This design comes from an exercise in tuning for small area, a short achievable clock period and few clock cycles per item on the open sky130 flow, not from production work. Where RTL was checked, it was by simulation tests only, not by an equivalence proof against the original. Function not checked in run 2: the RTL went through the layout flow alone. Power figures rest on the tool's default switching activity, not on a simulated workload.

## flow/design.v (module list and top-level ports; edited modules follow where they fit)
// module modular_reduction_divider: 2144 lines
module modular_reduction_divider (
    input  wire         clk,
    input  wire         rst_n,       
    input  wire [383:0] x,
    input  wire         x_valid,
    output wire [255:0] e,
    output reg          e_valid
);
  // ...
==> flow/run.sh <==
#!/bin/bash
# synth_recipe.tcl (not shown) runs the flow's synth.tcl, then flattens the netlist and writes it again
# the make line also repeats each setting of config.mk as NAME=value (left out here)
make -C /OpenROAD-flow-scripts/flow DESIGN_CONFIG=/design/flow/config.mk WORK_HOME=/design/flow/orfs CLKGATE_MAP_FILE= SYNTH_SCRIPT=/design/flow/synth_recipe.tcl finish
==> flow/config.mk <==
export PLATFORM = sky130hd
export DESIGN_NAME = modular_reduction_divider
export DESIGN_NICKNAME = modular_reduction_divider
export VERILOG_FILES = /design/flow/design.v
export SDC_FILE = /design/flow/constraint.sdc
export NUM_CORES = 4
export LEC_CHECK = 0
export CAP_MARGIN = 20
export CORE_MARGIN = 2
export CORE_UTILIZATION = 40
export SLEW_MARGIN = 20
==> flow/constraint.sdc <==
create_clock -name core_clock -period 6.5 [get_ports {clk}]
set_input_delay 1.3000 -clock core_clock [delete_from_list [all_inputs] [get_ports {clk}]]
set_output_delay 1.3000 -clock core_clock [all_outputs]
set_load 0.01 [all_outputs]
==> reports/qor.yml, run 1 <==
die:
  rows: 109
  dieWidth_microns: 304
  io_pins: 644
  start_util_pct: 40.5
clock_network:
  numCtsBuffers: 46
  htreeDepth: 2
  clock_path_buffers: 3
  cts_resized: 416
  holdBufCountCts: 0
  clock-sinks: 405
synthesis:
  yosysUniqueCellTypes: 105
  synth_top_family_by_area: "simple AND/OR/NAND/NOR gates"
  yosysMostFrequentCell: "nand2_1"
  ys.flop_type: "dfxtp_1"
  synthAdderAreaFrac_pct: 9.60
  synthSimpleGateAreaFrac_pct: 31.3
  synth_edf_count: 0
  ys_seq_area_share_pct: 22.6
  yosys.area_share.xor_xnor_pct: 4.73
  synth_mux_area_share_pct: 9.49
  synth_top_area_share_pct: 22.6
  synth_area_sq_um: 35900
  synth_area_leaders: "dfxtp_1 23%, mux2_2 9.4%, ha_1 9.1%"
  netlist_top_cells_count: "552 x nand2_1, 433 x nor2_1, 405 x dfxtp_1"
global_route:
  busiest_layer: "met2"
  met2_usage_pct: 87.7
  track_usage_pct: 68.5
  grt_max_degree: 140
  grt_pass1_wl_microns: 451000
  first_global_vias: 58300
outcome:
  error: "[ERROR GRT-0116] Global routing finished with congestion. Check the congestion regions in the DRC Viewer."
  status: "did not finish"
  haltStage: "global routing"
placed_design:
  pre_cts_ws_ns: -1.01
  hpwl_microns: 241000
  placed_cells: 7883
  numPortBuffers: 641
  globalplace.congestion: 1.52
Testbench counts, summed over its fixed seeds: cycles 22,280, items 768.
==> inputs of run 2 (changes only) <==
==> flow/design.v (replaced) <==
module modular_reduction_divider (
    input  wire         clk,
    input  wire         rst_n,       
    input  wire [383:0] x,
    input  wire         x_valid,
    output reg  [255:0] e,
    output reg          e_valid
);
    localparam [254:0] P = 255'h30644e72e131a029b85045b68181585d97816a916871ca8d3c208c16d87cfd47;
    reg         busy;
    reg [8:0]   bit_cnt;     
    reg [383:0] x_sh;        
    reg [253:0] rem;         
    wire [254:0] rem2 = {rem, x_sh[383]};
    wire [255:0] diff = {1'b0, rem2} - {1'b0, P};
    wire         ge   = ~diff[255];
    wire [253:0] rem_next = ge ? diff[253:0] : rem2[253:0];
    always @(posedge clk) begin
        if (!rst_n) begin
            busy    <= 1'b0;
            bit_cnt <= 9'd0;
            e_valid <= 1'b0;
        end else begin
            e_valid <= 1'b0;
            if (!busy) begin
                if (x_valid) begin
                    busy    <= 1'b1;
                    bit_cnt <= 9'd384;
                    x_sh    <= x;
                    rem     <= 254'd0;
                end
            end else begin
                rem     <= rem_next;
                x_sh    <= {x_sh[382:0], 1'b0};
                bit_cnt <= bit_cnt - 9'd1;
                if (bit_cnt == 9'd1) begin
                    busy    <= 1'b0;
                    e_valid <= 1'b1;
                    e       <= {2'b00, rem_next};
                end
            end
        end
    end
endmodule
==> reports/qor.yml, run 2 <==
timing:
  holdWs_ns: 0.470
  max_freq_mhz: 186
  relSlewSlack_pct: 21.5
  grt_setup_unrepaired: "no"
  fin_crit_sh_pct: 82.7
  clock_skew_ns: 0.0597
  finalHoldViolCount: 0
  max_slew.worst_pin.slew_ns: 1.17
  finalSetupTns_ns: 0
  period_minus_slack_ns: 5.38
  finalSetupViolCount: 0
  drv_slew: 0
die:
  dieWidth_microns: 358  # was 304 microns
  rows: 130  # was 109
  start_util_pct: 40.2  # was 40.5%
  die_h_microns: 358  # was 304 microns
  io_pins: 644  # unchanged
  core_area_sq_um: 125000
  die-area_sq_um: 128000
clock_network:
  post-cts-setup-buffer-count: 0  # was 87
  cts_resized: 0  # was 416
  holdBufCountCts: 0  # unchanged
  numCtsBuffers: 98  # was 46
  clock_path_buffers: 3  # unchanged
  clk_pin_slew_ns: 0.06
  cts_root_buf: "clkbuf_16"  # unchanged
  cts_tree: "built"
  clock-sinks: 903  # was 405
  clock_latency_ns: 0.75
  htreeDepth: 3  # was 2
critical_path:
  endpoint_kind: "flip-flop"
  r2r-end: "rem[214]"
  crit_type: "reg2reg"
  cp_cell_sequence: "nor4bb_1 -> nand2_1 -> a21oi_1 -> a211oi_1 -> o31a_1 -> o31a_1 -> nand2_4 -> buf_12 -> nand2_1 -> nor3_1 -> mux2i_1"
  cp_top_family: "simple AND/OR/NAND/NOR gates"
  crit_slowest_cell: "nor4bb_1"
  timing.rr.start: "rem[179]"
  reg2reg_slack_ns: 1.12
  critPathMaxStageDelay_ns: 0.96
  r2r_cells: 11
  crit_arrival_ns: 5.82
  worstPathRequired_ns: 6.95
  startpoint_type: "flip-flop"
  crit_buf_inv: 1
  worstPathMaxFanout: 51
synthesis:
  yosys.area.top_type: "edfxtp_1"  # was dfxtp_1
  ys_seq_elements: 903  # was 405
  ys_seq_area_share_pct: 53.8  # was 22.6%
  synth_edf_count: 892  # was 0
  synth_area_leaders: "edfxtp_1 53%, mux2_2 8.6%, and2_1 3.2%"  # was dfxtp_1 23%, mux2_2 9.4%, ha_1 9.1%
  netlist_instances: 4445  # was 4,654
  netlist_top_cells_count: "892 x edfxtp_1, 385 x mux2_2, 320 x nand2_1"  # was 552 x nand2_1, 433 x nor2_1, 405 x dfxtp_1
  ys.flop_type: "edfxtp_1"  # was dfxtp_1
  ys_warn_count: 1  # unchanged
  syn_area_per_cell_sq_um: 11.3  # was 7.72 sq um
  yosysMostFrequentCell: "edfxtp_1"  # was nand2_1
  synth_area_sq_um: 50200  # was 35,900 sq um
  yosysUniqueCellTypes: 95  # was 105
  async_flop_share_pct: 0  # unchanged
  synth_top_area_share_pct: 53.3  # was 22.6%
global_route:
  met2_usage_pct: 47.4
  grt_use_met3_pct: 6.78
  first_global_vias: 39100
  met1_usage_pct: 40.4
  gr-total-overflow: 0
  track_usage_pct: 29.9
  grt_max_degree: 194
  antenna_found_initial: 16
  busiest_layer: "met2"
  grt_pass1_wl_microns: 280000
final_layout:
  layout_common_cells: "892 x edfxtp_1, 641 x clkdlybuf4s50_1, 385 x mux2_2, 319 x nand2_1, 291 x nor2_1"
  nets: 5364
  fill_cells: 11400
  largest_reg_flops: 384
  final_common_cell: "edfxtp_1"
  top_register: "x_sh"
  drive_above_1_share_pct: 14.0
  reg.largest.list: "x_sh x384, e x254, rem x254"
  area_growth_syn_to_layout_pct: 22.6
routing:
  routedWlPerCell_microns: 29.5
  ant_nets: 0
  dr.pass1.iters: 6
  drt_wl_total_microns: 198000
  drtIter0Drc: 4565
  vias: 40400
  post_drt_via_cell_ratio: 6.02
  drc: 0
worst_hold_path:
  min_to: "bit_cnt[2]"
  holdPathStages: 2
  holdCritPathClass: "reg2reg"
  hp-start: "bit_cnt[2]"
outcome:
  status: "no timing/DRC/antenna violations"  # was did not finish
placed_design:
  hpwl_microns: 153000  # was 241,000 microns
  numPortBuffers: 641  # unchanged
  globalplace.congestion: 1.01  # was 1.52
power_and_ir_drop:
  peakVddDrop_mv: 0.209
  cellLeakagePower_uw: 0.0204
  power_density_nw_per_um2: 243
flow_run:
  maxCapViolCount: 0
-- run 2: per-layer routing --
metal | vias up | share of wire, %
li1 | 17900 | -
met1 | 20100 | 42
met2 | 1999 | 46
met3 | 354 | 8.6
met4 | 18 | 3.7
met5 | - | 0.063
-- run 2: worst max path at each step --
stage / from / end / slack [ns] / cells after the start
after floorplan: x_valid / rem[0] / 0.11 / 1
after global placement: rem[71] / rem[183] / 1.28 / 10
after detailed placement: rem[122] / rem[214] / 1.29 / 11
after CTS: rem[71] / rem[214] / 1.28 / 11
after global routing: rem[71] / rem[214] / 0.98 / 11
final: rem[179] / rem[214] / 1.12 / 11
-- run 2: worst min-delay path, cell delays in order (launching register included) --
cell      delay (ns)
dfxtp_1         0.31
nand2_1         0.05
a21boi_0        0.06
-- run 2: area by class of cell --
cell class / instances / area, sq um / share of cell area, %
clock buffer: 118 / 2550 / 4.14
tap: 1650 / 2060 / 3.35
antenna: 3 / 7.51 / 0.0122
timing repair buffer: 722 / 7210 / 11.7
clock inverter: 63 / 638 / 1.04
inverter: 40 / 150 / 0.244
sequential: 903 / 27000 / 43.9
multi-input combinational: 3209 / 21900 / 35.6
-- run 2: per-stage QoR --
| step | utilization [%] | area, sq um | std cells | total power [uW] | worst slack (ns) |
|---|---|---|---|---|---|
| 6_report | 49.2 | 61600 | 6708 | 15000 | 1.12 |
| 5_1_grt | 49.2 | 61600 | 6706 | 15500 | 0.977 |
| 4_1_cts | 49.2 | 61500 | 6705 | 15100 | 1.28 |
| 3_5_place_dp | 46.7 | 58400 | 6524 | 9450 | 1.29 |
| 3_3_place_gp | 46.6 | 58300 | 6523 | 9440 | 1.28 |
| 2_1_floorplan | - | 50200 | 4446 | 8540 | 0.108 |
-- run 2: cell families (layout without fill, tap and decap cells) --
group	Yosys count	in the layout	share of synthesized area (%)
AO/OA/AOI/OAI	847	847	11.3
XOR/XNOR	241	241	4.22
adder cells (fa/ha/maj)	3	3	0.0747
buffers and inverters	334	943	2.65
flip-flops	903	903	53.8
multiplexers	416	416	9.25
other	1	5	0.00747
AND/OR/NAND/NOR	1700	1700	18.7
-- run 2: where the power goes --
part,internal (uW),switching (uW)
combinational,930,1180
sequential,6870,387
clock,3110,2490
total,10900,4060

[re-timing with driven ports]
The results above use ideal ports. As a check the final layout listed here was re-extracted and re-timed, cells and wires unchanged. Step 1, drivers: a clkbuf_16 drives clk and a buf_2 each remaining input, both assumed. Step 2, shift: input delay + t, output delay - t, t = (earliest + latest rising clock arrival at the registers) / 2. This alone moves slack from input paths to output paths. a / b / c = ideal / step 1 / step 2; a / b = the first two.
run: run 2
t, ns: 0.791
slack for setup (ns): 1.124 / 1.124 / 1.124
slew at the worst register clock pin (ns): 0.07 / 0.07
worst slew at a driven data input, ns: 0.13
cell pins on the clock port's net: 1
After both steps run 2 still meets setup and hold. For run 2, drivers alone change the setup slack by 0.000 ns; drivers and shift together by 0.000 ns.
